From an optimization exercise on the open Yosys and OpenROAD flow, aimed at small area, a short achievable clock period and few clock cycles per item; shortcuts taken in it are not production practice. Where RTL was checked, it was by simulation tests only, not by an equivalence proof against the original. Power is estimated from default activity; no workload was simulated.

==> job 9827: inputs <==
==> flow/design.v <==
module gsm7_septet (
    input  wire        clk,
    input  wire        rst,           
    input  wire        cmd_valid,
    output wire        cmd_ready,
    input  wire [2:0]  cmd_op,
    input  wire [15:0] cmd_len,
    input  wire [7:0]  cmd_hdr_len,
    input  wire        in_valid,
    output wire        in_ready,
    input  wire [31:0] in_data,
    output wire        out_valid,
    input  wire        out_ready,
    output wire [7:0]  out_data,
    output wire        res_valid,
    input  wire        res_ready,
    output wire [7:0]  res_err,
    output wire [7:0]  res_count
);
    reg         busy;        
    reg         crdy;        
    reg         rv;          
    reg         flt;         
    reg         m_pack;      
    reg         m_hex;       
    reg         pre;         
    reg         more;        
    reg  [10:0] rem;         
    reg  [7:0]  cnt;         
    reg  [2:0]  hl;          
    reg         hexhi;       
    reg         skip;        
    reg  [4:0]  err;
    reg         sv;          
    reg  [7:0]  sq;          
    reg  [1:0]  sc;          
    reg         slo;         
    reg  [14:0] acc;         
    reg  [3:0]  k;           
    reg  [7:0]  od;          
    reg  [3:0]  lo;          
    reg         ov;          
    reg         olo;         
    function automatic [7:0] hexc(input [3:0] d);
        reg g;
        begin
            g = d[3] & (d[2] | d[1]);                    
            hexc = {1'b0, g, ~g, ~g, ~g & d[3],
                    g ? (d[2] & (d[1] | d[0])) : d[2],
                    g ? ~(d[1] ^ d[0]) : d[1],
                    d[0] ^ g};
        end
    endfunction
    wire len_big = (|cmd_len[15:11]) | (cmd_len[10] & (|cmd_len[9:0]));
    wire op_pack = (cmd_op == 3'd0);
    wire op_hdr  = (cmd_op == 3'd1);
    reg  [4:0] pf;
    always @* begin
        if (cmd_op[2] & cmd_op[1])                     pf = 5'h10;
        else if (len_big)                              pf = 5'h12;
        else if (cmd_op == 3'd5)                       pf = 5'h03;
        else if (op_pack & (|cmd_len[10:8]))           pf = 5'h19;
        else if (op_hdr & (cmd_hdr_len > 8'd6))        pf = 5'h17;
        else if (op_hdr & (cmd_len[10:0] > 11'd248))   pf = 5'h19;
        else                                           pf = 5'h00;
    end
    wire pf_any = |pf;
    wire c_pack = op_pack | op_hdr;
    wire [7:0] len_byte = cmd_len[7:0] + {5'd0, op_hdr, op_hdr, op_hdr};
    wire hl_nz   = |hl;
    wire auto_st = pre & ~hl_nz;                     
    wire pre_bit = pre & cnt[2] & cnt[1];            
    wire move    = sv & (~k[3] | slo);               
    wire sfree   = ~sv | move;
    wire done_in = ~pre & ~more & ~sv;
    assign in_ready = (pre ? hl_nz : more) & (skip | sfree);
    wire fire  = in_valid & in_ready;
    wire st1   = auto_st ? (skip | sfree) : fire;    
    wire sload = st1 & ~skip;                        
    wire hi24 = |in_data[31:8];
    wire c_dig = (in_data[7:4] == 4'h3) & (in_data[3:0] <= 4'h9);
    wire c_let = ~in_data[7] & in_data[6] & (in_data[4:3] == 2'b00) &
                 (in_data[2:0] != 3'd0) & (in_data[2:0] != 3'd7);
    wire c_hex = ~hi24 & (c_dig | c_let);
    wire [3:0] hv = {in_data[3] | in_data[6],
                     in_data[2] ^ (in_data[6] & in_data[1] & in_data[0]),
                     in_data[1] ^ (in_data[6] & in_data[0]),
                     in_data[0] ^ in_data[6]};
    reg  [7:0] sx;
    reg  [1:0] sw;
    reg        st_fault;
    reg  [4:0] st_err;
    reg        st_commit;   
    always @* begin
        sx = in_data[7:0]; sw = 2'd0; st_fault = hi24; st_err = 5'h13; st_commit = 1'b0;
        if (pre) begin
            if (auto_st) begin
                sx = 8'd0;
                if (pre_bit) sw = 2'd2;
            end
        end else if (m_pack) begin
            sx = {1'b0, in_data[6:0]};
            sw = 2'd1;
            st_fault = hi24 | in_data[7];
            st_err = 5'h18;
        end else if (m_hex) begin
            st_err = 5'h15;
            st_fault = ~c_hex;
            if (!hexhi) begin
                sx = {hv, 4'd0};
                sw = 2'd3;
                if (c_hex & (rem == 11'd1)) begin st_fault = 1'b1; st_err = 5'h16; end
            end else begin
                sx = {4'd0, hv};
                st_commit = 1'b1;
            end
        end else begin
            st_commit = 1'b1;
        end
    end
    wire        k7  = &k[2:0];
    wire [14:0] ins = {7'd0, sq} << k[2:0];
    wire [14:0] tot = acc | (move ? ins : 15'd0);
    wire [3:0]  kw  = (sc == 2'd0) ? {1'b1, k[2:0]} :
                      (sc == 2'd1) ? ({1'b0, k[2:0]} + 4'd7) :
                      (sc == 2'd2) ? ({1'b0, k[2:0]} + 4'd1) : {1'b0, k[2:0]};
    wire [3:0]  kt  = move ? kw : k;
    wire ofree  = ~ov | (out_ready & (olo | ~m_pack));
    wire av_go  = (sc == 2'd0) | ((sc == 2'd1) & (|k[2:0])) | (((sc == 2'd2) | ~m_pack) & k7);
    wire av_no  = k[3] | (m_pack ? (done_in & (|k[2:0])) : k7);
    wire avail  = move ? av_go : av_no;
    wire load   = ofree & avail;
    wire left   = k[3] | (m_pack ? (|k[2:0]) : k7);      
    assign out_valid = ov;
    assign out_data  = od;
    assign res_valid = rv;
    assign res_err   = {3'd0, err};
    assign res_count = flt ? 8'd0 : cnt;
    assign cmd_ready = crdy;
    wire take = ~busy & cmd_valid;
    always @(posedge clk) begin
        if (rst) begin
            busy <= 1'b0;
            crdy <= 1'b1;
            rv   <= 1'b0;
            ov   <= 1'b0;
            pre  <= 1'b0;
            more <= 1'b0;
            sv   <= 1'b0;
        end else if (take) begin
            busy <= 1'b1;
            crdy <= 1'b0;
            pre  <= op_hdr & ~pf_any;
            more <= ~pf_any & (|cmd_len[10:0]);
            sv   <= 1'b0;
        end else if (busy) begin
            if (fire & ~pre)
                more <= (rem != 11'd1);
            if (pre_bit & st1)
                pre <= 1'b0;
            if (sload)
                sv <= 1'b1;
            else if (move)
                sv <= 1'b0;
            if (ov & out_ready & ~(m_pack & ~olo))
                ov <= 1'b0;
            if (load)
                ov <= 1'b1;
            if (!rv && done_in && !left && ofree)
                rv <= 1'b1;
            if (rv && res_ready) begin
                rv   <= 1'b0;
                busy <= 1'b0;
                crdy <= 1'b1;
            end
        end
    end
    always @(posedge clk) begin
        if (take) begin
            flt    <= pf_any;
            m_pack <= c_pack;
            m_hex  <= (cmd_op == 3'd2);
            rem    <= cmd_len[10:0];
            cnt    <= 8'd0;
            hl     <= cmd_hdr_len[2:0];
            hexhi  <= 1'b0;
            skip   <= pf_any;
            err    <= pf;
            acc    <= {7'd0, len_byte & {8{c_pack}}};
            k      <= {c_pack, 3'd0};
        end else begin
            if (fire & ~pre)
                rem <= rem - 11'd1;
            if (fire & pre) hl <= hl - 3'd1;
            if (fire & ~skip & st_fault) begin
                skip <= 1'b1;
                flt  <= 1'b1;
                err  <= st_err;
            end
            if (m_hex & fire) hexhi <= ~hexhi;
            if (pre ? st1 : (sload & (m_pack | st_commit)))
                cnt <= cnt + ((~m_pack & (cnt[2:0] == 3'd6)) ? 8'd2 : 8'd1);
            if (sload & st_commit & (cnt == 8'd158))
                skip <= 1'b1;                           
            if (sload) begin
                sq  <= sx;
                sc  <= sw;
                slo <= m_hex & hexhi;
            end
            if (ov & out_ready & m_pack & ~olo)
                olo <= 1'b1;
            if (load | (ov & out_ready & m_pack & ~olo))
                od  <= m_pack ? hexc(load ? tot[7:4] : lo) : {1'b0, tot[6:0]};
            if (load) begin
                lo  <= tot[3:0];
                olo <= 1'b0;
                if (m_pack) begin
                    acc <= {8'd0, tot[14:8]};
                    k   <= kt[3] ? {1'b0, kt[2:0]} : 4'd0;
                end else begin
                    acc <= {7'd0, tot[14:7]};
                    k   <= kt - 4'd7;
                end
            end else begin
                acc <= tot;
                k   <= kt;
            end
        end
    end
endmodule
==> flow/flow/run.sh <==
#!/bin/bash
# Standard layout, with plain buffers (not delay cells) on the ports.
set -euo pipefail
export BUFFER_PORTS_ARGS="-buffer_cell sky130_fd_sc_hd__buf_1"
bash standard.sh > standard.log 2>&1
==> flow/standard.sh <==
#!/bin/bash
# synth_recipe.tcl (not shown) runs the flow's synth.tcl, then flattens the netlist and writes it again
# the make line also repeats each setting of config.mk as NAME=value (left out here)
make -C /OpenROAD-flow-scripts/flow DESIGN_CONFIG=/design/flow/config.mk WORK_HOME=/design/flow/orfs CLKGATE_MAP_FILE= SYNTH_SCRIPT=/design/flow/synth_recipe.tcl "${@:-finish}"
==> flow/config.mk <==
export PLATFORM = sky130hd
export DESIGN_NAME = gsm7_septet
export DESIGN_NICKNAME = gsm7_septet
export VERILOG_FILES = /design/flow/design.v
export SDC_FILE = /design/flow/constraint.sdc
export NUM_CORES = 4
export LEC_CHECK = 0
export CAP_MARGIN = 20
export CORE_MARGIN = 2
export CORE_UTILIZATION = 75
export CTS_BUF_LIST = sky130_fd_sc_hd__clkbuf_8
export SETUP_SLACK_MARGIN = 4
export SLEW_MARGIN = 20
==> flow/constraint.sdc <==
create_clock -name core_clock -period 7.0 [get_ports {clk}]
set_input_delay 1.4000 -clock core_clock [delete_from_list [all_inputs] [get_ports {clk}]]
set_output_delay 1.4000 -clock core_clock [all_outputs]
set_load 0.01 [all_outputs]
==> job 2142: changes against job 9827 <==
==> flow/design.v, changed modules only <==
module gsm7_septet (
    input  wire        clk,
    input  wire        rst,           
    input  wire        cmd_valid,
    output wire        cmd_ready,
    input  wire [2:0]  cmd_op,
    input  wire [15:0] cmd_len,
    input  wire [7:0]  cmd_hdr_len,
    input  wire        in_valid,
    output wire        in_ready,
    input  wire [31:0] in_data,
    output wire        out_valid,
    input  wire        out_ready,
    output wire [7:0]  out_data,
    output wire        res_valid,
    input  wire        res_ready,
    output wire [7:0]  res_err,
    output wire [7:0]  res_count
);
    reg         busy;        
    reg         crdy;        
    reg         rv;          
    reg         irdy;        
    reg         m_pack;      
    reg         m_hex;       
    reg         pre;         
    reg         more;        
    reg  [10:0] rem;         
    reg  [7:0]  cnt;         
    reg  [2:0]  hl;          
    reg         hexhi;       
    reg         skip;        
    reg  [4:0]  err;
    reg         sv;          
    reg  [7:0]  sq;          
    reg         sbad;        
    reg  [1:0]  sc;          
    reg         slo;         
    reg  [14:0] acc;         
    reg  [3:0]  k;           
    reg  [7:0]  od;          
    reg  [3:0]  lo;          
    reg         ov;          
    reg         olo;         
    function automatic [7:0] hexc(input [3:0] d);
        reg g;
        begin
            g = d[3] & (d[2] | d[1]);                    
            hexc = {1'b0, g, ~g, ~g, ~g & d[3],
                    g ? (d[2] & (d[1] | d[0])) : d[2],
                    g ? ~(d[1] ^ d[0]) : d[1],
                    d[0] ^ g};
        end
    endfunction
    wire len_big = (|cmd_len[15:11]) | (cmd_len[10] & (|cmd_len[9:0]));
    wire op_pack = (cmd_op == 3'd0);
    wire op_hdr  = (cmd_op == 3'd1);
    wire hl_big  = (|cmd_hdr_len[7:3]) | (&cmd_hdr_len[2:0]);
    wire n_255   = |cmd_len[10:8];
    wire n_248   = n_255 | ((&cmd_len[7:3]) & (|cmd_len[2:0]));
    reg  [4:0] pf;
    always @* begin
        if (cmd_op[2] & cmd_op[1])                     pf = 5'h10;
        else if (len_big)                              pf = 5'h12;
        else if (cmd_op == 3'd5)                       pf = 5'h03;
        else if (op_pack & n_255)                      pf = 5'h19;
        else if (op_hdr & hl_big)                      pf = 5'h17;
        else if (op_hdr & n_248)                       pf = 5'h19;
        else                                           pf = 5'h00;
    end
    wire pf_any  = (cmd_op[2] & cmd_op[1]) | len_big | (cmd_op == 3'd5) |
                   (op_pack & n_255) | (op_hdr & (hl_big | n_248));
    wire c_pre   = op_hdr & ~len_big & ~hl_big & ~n_248;
    wire c_more  = ~pf_any & (|cmd_len[10:0]);
    wire c_pack  = op_pack | op_hdr;
    wire [7:0] len7     = cmd_len[7:0] + 8'd7;
    wire [7:0] len_byte = op_hdr ? len7 : cmd_len[7:0];
    wire hl_nz   = |hl;
    wire auto_st = pre & ~hl_nz;                     
    wire pre_bit = pre & cnt[2] & cnt[1];            
    wire move    = sv & (~k[3] | slo);               
    wire sfree   = ~sv | move;
    wire done_in = ~pre & ~more & ~sv;
    wire flt   = |err;                               
    assign in_ready = irdy;
    wire fire  = in_valid & irdy;
    wire st1   = auto_st ? (skip | sfree) : fire;    
    wire sload = st1 & ~skip;                        
    wire commit = ~pre & ~m_pack & (~m_hex | hexhi);  
    wire hi24  = |in_data[31:8];
    wire c_dig = (in_data[7:4] == 4'h3) & (in_data[3:0] <= 4'h9);
    wire c_let = ~in_data[7] & in_data[6] & (in_data[4:3] == 2'b00) &
                 (in_data[2:0] != 3'd0) & (in_data[2:0] != 3'd7);
    wire [3:0] hv = {in_data[3] | in_data[6],
                     in_data[2] ^ (in_data[6] & in_data[1] & in_data[0]),
                     in_data[1] ^ (in_data[6] & in_data[0]),
                     in_data[0] ^ in_data[6]};
    wire [7:0] sx = auto_st ? 8'd0 :
                    (~pre & m_hex) ? (hexhi ? {4'd0, hv} : {hv, 4'd0}) : in_data[7:0];
    wire bad = (~pre & m_hex) ? ~(~hi24 & (c_dig | c_let)) :
               (hi24 | (~pre & m_pack & in_data[7]));
    wire [1:0] sw = pre ? {pre_bit, 1'b0} :
                    m_pack ? 2'd1 :
                    (m_hex & ~hexhi) ? 2'd3 : 2'd0;
    reg        s_fault;
    reg  [4:0] s_err;
    always @* begin
        s_fault = sbad; s_err = 5'h13;
        if (m_pack) begin
            if (sc == 2'd1) s_err = 5'h18;
        end else if (m_hex) begin
            s_err = 5'h15;
            if ((sc == 2'd3) & ~sbad & ~more) begin s_fault = 1'b1; s_err = 5'h16; end
        end
    end
    wire        k7  = &k[2:0];
    wire [14:0] ins = {7'd0, sq} << k[2:0];
    wire [14:0] tot = acc | (move ? ins : 15'd0);
    wire [3:0]  kw  = (sc == 2'd0) ? {1'b1, k[2:0]} :
                      (sc == 2'd1) ? ({1'b0, k[2:0]} + 4'd7) :
                      (sc == 2'd2) ? ({1'b0, k[2:0]} + 4'd1) : {1'b0, k[2:0]};
    wire [3:0]  kt  = move ? kw : k;
    wire hi_on  = ov & m_pack & ~olo;                
    wire ofree  = ~ov | (out_ready & ~hi_on);
    wire av_go  = (sc == 2'd0) | ((sc == 2'd1) & (|k[2:0])) | (((sc == 2'd2) | ~m_pack) & k7);
    wire av_no  = k[3] | (m_pack ? (done_in & (|k[2:0])) : k7);
    wire avail  = move ? av_go : av_no;
    wire load   = ofree & avail;
    wire left   = k[3] | (m_pack ? (|k[2:0]) : k7);      
    assign out_valid = ov;
    assign out_data  = od;
    assign res_valid = rv;
    assign res_err   = {3'd0, err};
    assign res_count = cnt;                           
    assign cmd_ready = crdy;
    wire take = ~busy & cmd_valid;
    wire pre_n  = pre & ~((pre_bit & st1) | (auto_st & skip));
    wire more_n = (fire & ~pre) ? (rem != 11'd1) : more;
    wire hlnz_n = (fire & pre) ? (hl != 3'd1) : hl_nz;
    wire cap_n  = sload & commit & (cnt == 8'd158);
    wire skip_n = skip | cap_n | (move & ~flt & s_fault);
    wire sv_n   = sload | (sv & ~move);
    wire slo_n  = sload ? (m_hex & hexhi) : slo;
    wire k3_n   = load ? (~m_pack & (&kt)) : kt[3];
    wire room_n = skip_n | ~sv_n | ~k3_n | slo_n;
    wire need_n = pre_n ? hlnz_n : more_n;
    always @(posedge clk) begin
        if (rst) begin
            busy <= 1'b0;
            crdy <= 1'b1;
            rv   <= 1'b0;
            ov   <= 1'b0;
            irdy <= 1'b0;
        end else if (take) begin
            busy <= 1'b1;
            crdy <= 1'b0;
            irdy <= c_pre ? (|cmd_hdr_len[2:0]) : c_more;
        end else if (busy) begin
            irdy <= need_n & room_n;
            if (ov & out_ready & ~hi_on)
                ov <= 1'b0;
            if (load)
                ov <= 1'b1;
            if (!rv && done_in && !left && ofree)
                rv <= 1'b1;
            if (rv && res_ready) begin
                rv   <= 1'b0;
                busy <= 1'b0;
                crdy <= 1'b1;
                irdy <= 1'b0;
            end
        end
    end
    always @(posedge clk) begin
        if (!busy) begin
            pre    <= c_pre;
            more   <= c_more;
            sv     <= 1'b0;
            m_pack <= c_pack;
            m_hex  <= (cmd_op == 3'd2);
            rem    <= cmd_len[10:0];
            cnt    <= 8'd0;
            hl     <= cmd_hdr_len[2:0];
            hexhi  <= 1'b0;
            skip   <= pf_any;
            err    <= pf;
            acc    <= {7'd0, len_byte & {8{c_pack}}};
            k      <= {c_pack, 3'd0};
        end else begin
            more <= more_n;
            pre  <= pre_n;
            if (sload)
                sv <= 1'b1;
            else if (move)
                sv <= 1'b0;
            if (fire & ~pre)
                rem <= rem - 11'd1;
            if (fire & pre) hl <= hl - 3'd1;
            if (m_hex & fire) hexhi <= ~hexhi;
            if (flt)
                cnt <= 8'd0;
            else if (pre ? (st1 & ~skip) : (sload & (m_pack | commit)))
                cnt <= cnt + ((~m_pack & (cnt[2:0] == 3'd6)) ? 8'd2 : 8'd1);
            if (cap_n)
                skip <= 1'b1;                           
            if (sload) begin
                sq   <= sx;
                sbad <= ~auto_st & bad;
                sc  <= sw;
                slo <= m_hex & hexhi;
            end
            if (move & ~flt & s_fault) begin            
                skip <= 1'b1;
                err  <= s_err;
            end
            if (ov & out_ready & hi_on)
                olo <= 1'b1;
            if (load | (out_ready & hi_on))
                od  <= m_pack ? hexc(hi_on ? lo : tot[7:4]) : {1'b0, tot[6:0]};
            if (load) begin
                lo  <= tot[3:0];
                olo <= 1'b0;
                if (m_pack) begin
                    acc <= {8'd0, tot[14:8]};
                    k   <= kt[3] ? {1'b0, kt[2:0]} : 4'd0;
                end else begin
                    acc <= {7'd0, tot[14:7]};
                    k   <= kt - 4'd7;
                end
            end else begin
                acc <= tot;
                k   <= kt;
            end
        end
    end
endmodule
--- a/flow/config.mk
+++ b/flow/config.mk
@@ -7,7 +7,7 @@
 export LEC_CHECK = 0
 export CAP_MARGIN = 20
 export CORE_MARGIN = 2
-export CORE_UTILIZATION = 75
+export CORE_UTILIZATION = 60
 export CTS_BUF_LIST = sky130_fd_sc_hd__clkbuf_8
-export SETUP_SLACK_MARGIN = 4
+export SETUP_SLACK_MARGIN = 4.1
 export SLEW_MARGIN = 20
==> run summary <==
CP max FO -> 5
synth cell count leaders -> nor2_1, nand2_1, edfxtp_1, a21oi_1, dfxtp_1
Static Leak -> 2.09 nW
outcome -> finished clean
multi-input combinational area share -> 0.497
# the run above: job 2142

==> run summary <==
# rows -> 30
CP max FO -> 4
synth cell count leaders -> nor2_1, nand2_1, a21oi_1, edfxtp_1, o21ai_0
outcome -> finished clean
switch share -> 0.353
Static Leak -> 2.15 nW
multi-input combinational area share -> 0.507
Fin Hold WS -> 484 ps
# the run above: job 9827

Testbench counts of job 9827, summed over its fixed seeds: cycles 40,152, items 28,162.
No functional check of the RTL was part of job 2142.

-- afterwards: timing with drivers on the ports --
How much do the figures lean on ideal ports? The routed layouts below were timed once more, with nothing changed but the port constraints. Step 1 (the two cells are an assumption about what drives the block):
set clk [get_ports {clk}]
set_driving_cell -lib_cell sky130_fd_sc_hd__clkbuf_16 $clk
set_driving_cell -lib_cell sky130_fd_sc_hd__buf_2 [delete_from_list [all_inputs] $clk]
Step 2, shift: input delay + t, output delay - t, t = (earliest + latest rising clock arrival at the registers) / 2. This alone moves slack from input paths to output paths. Slacks: ideal / step 1 / step 2; pairs: ideal / step 1.
run	shift t [ns]	slack for setup (ns)	worst data-port slew with drivers (ns)
job 9827	0.389	3.965 / 3.959 / 3.570	0.05
job 2142	0.401	3.741 / 3.734 / 3.333	0.06
After both steps setup and hold are still met in every run listed. The setup slack of job 2142, which loses most, moves by -0.007 ns with the drivers and by -0.408 ns with both steps.
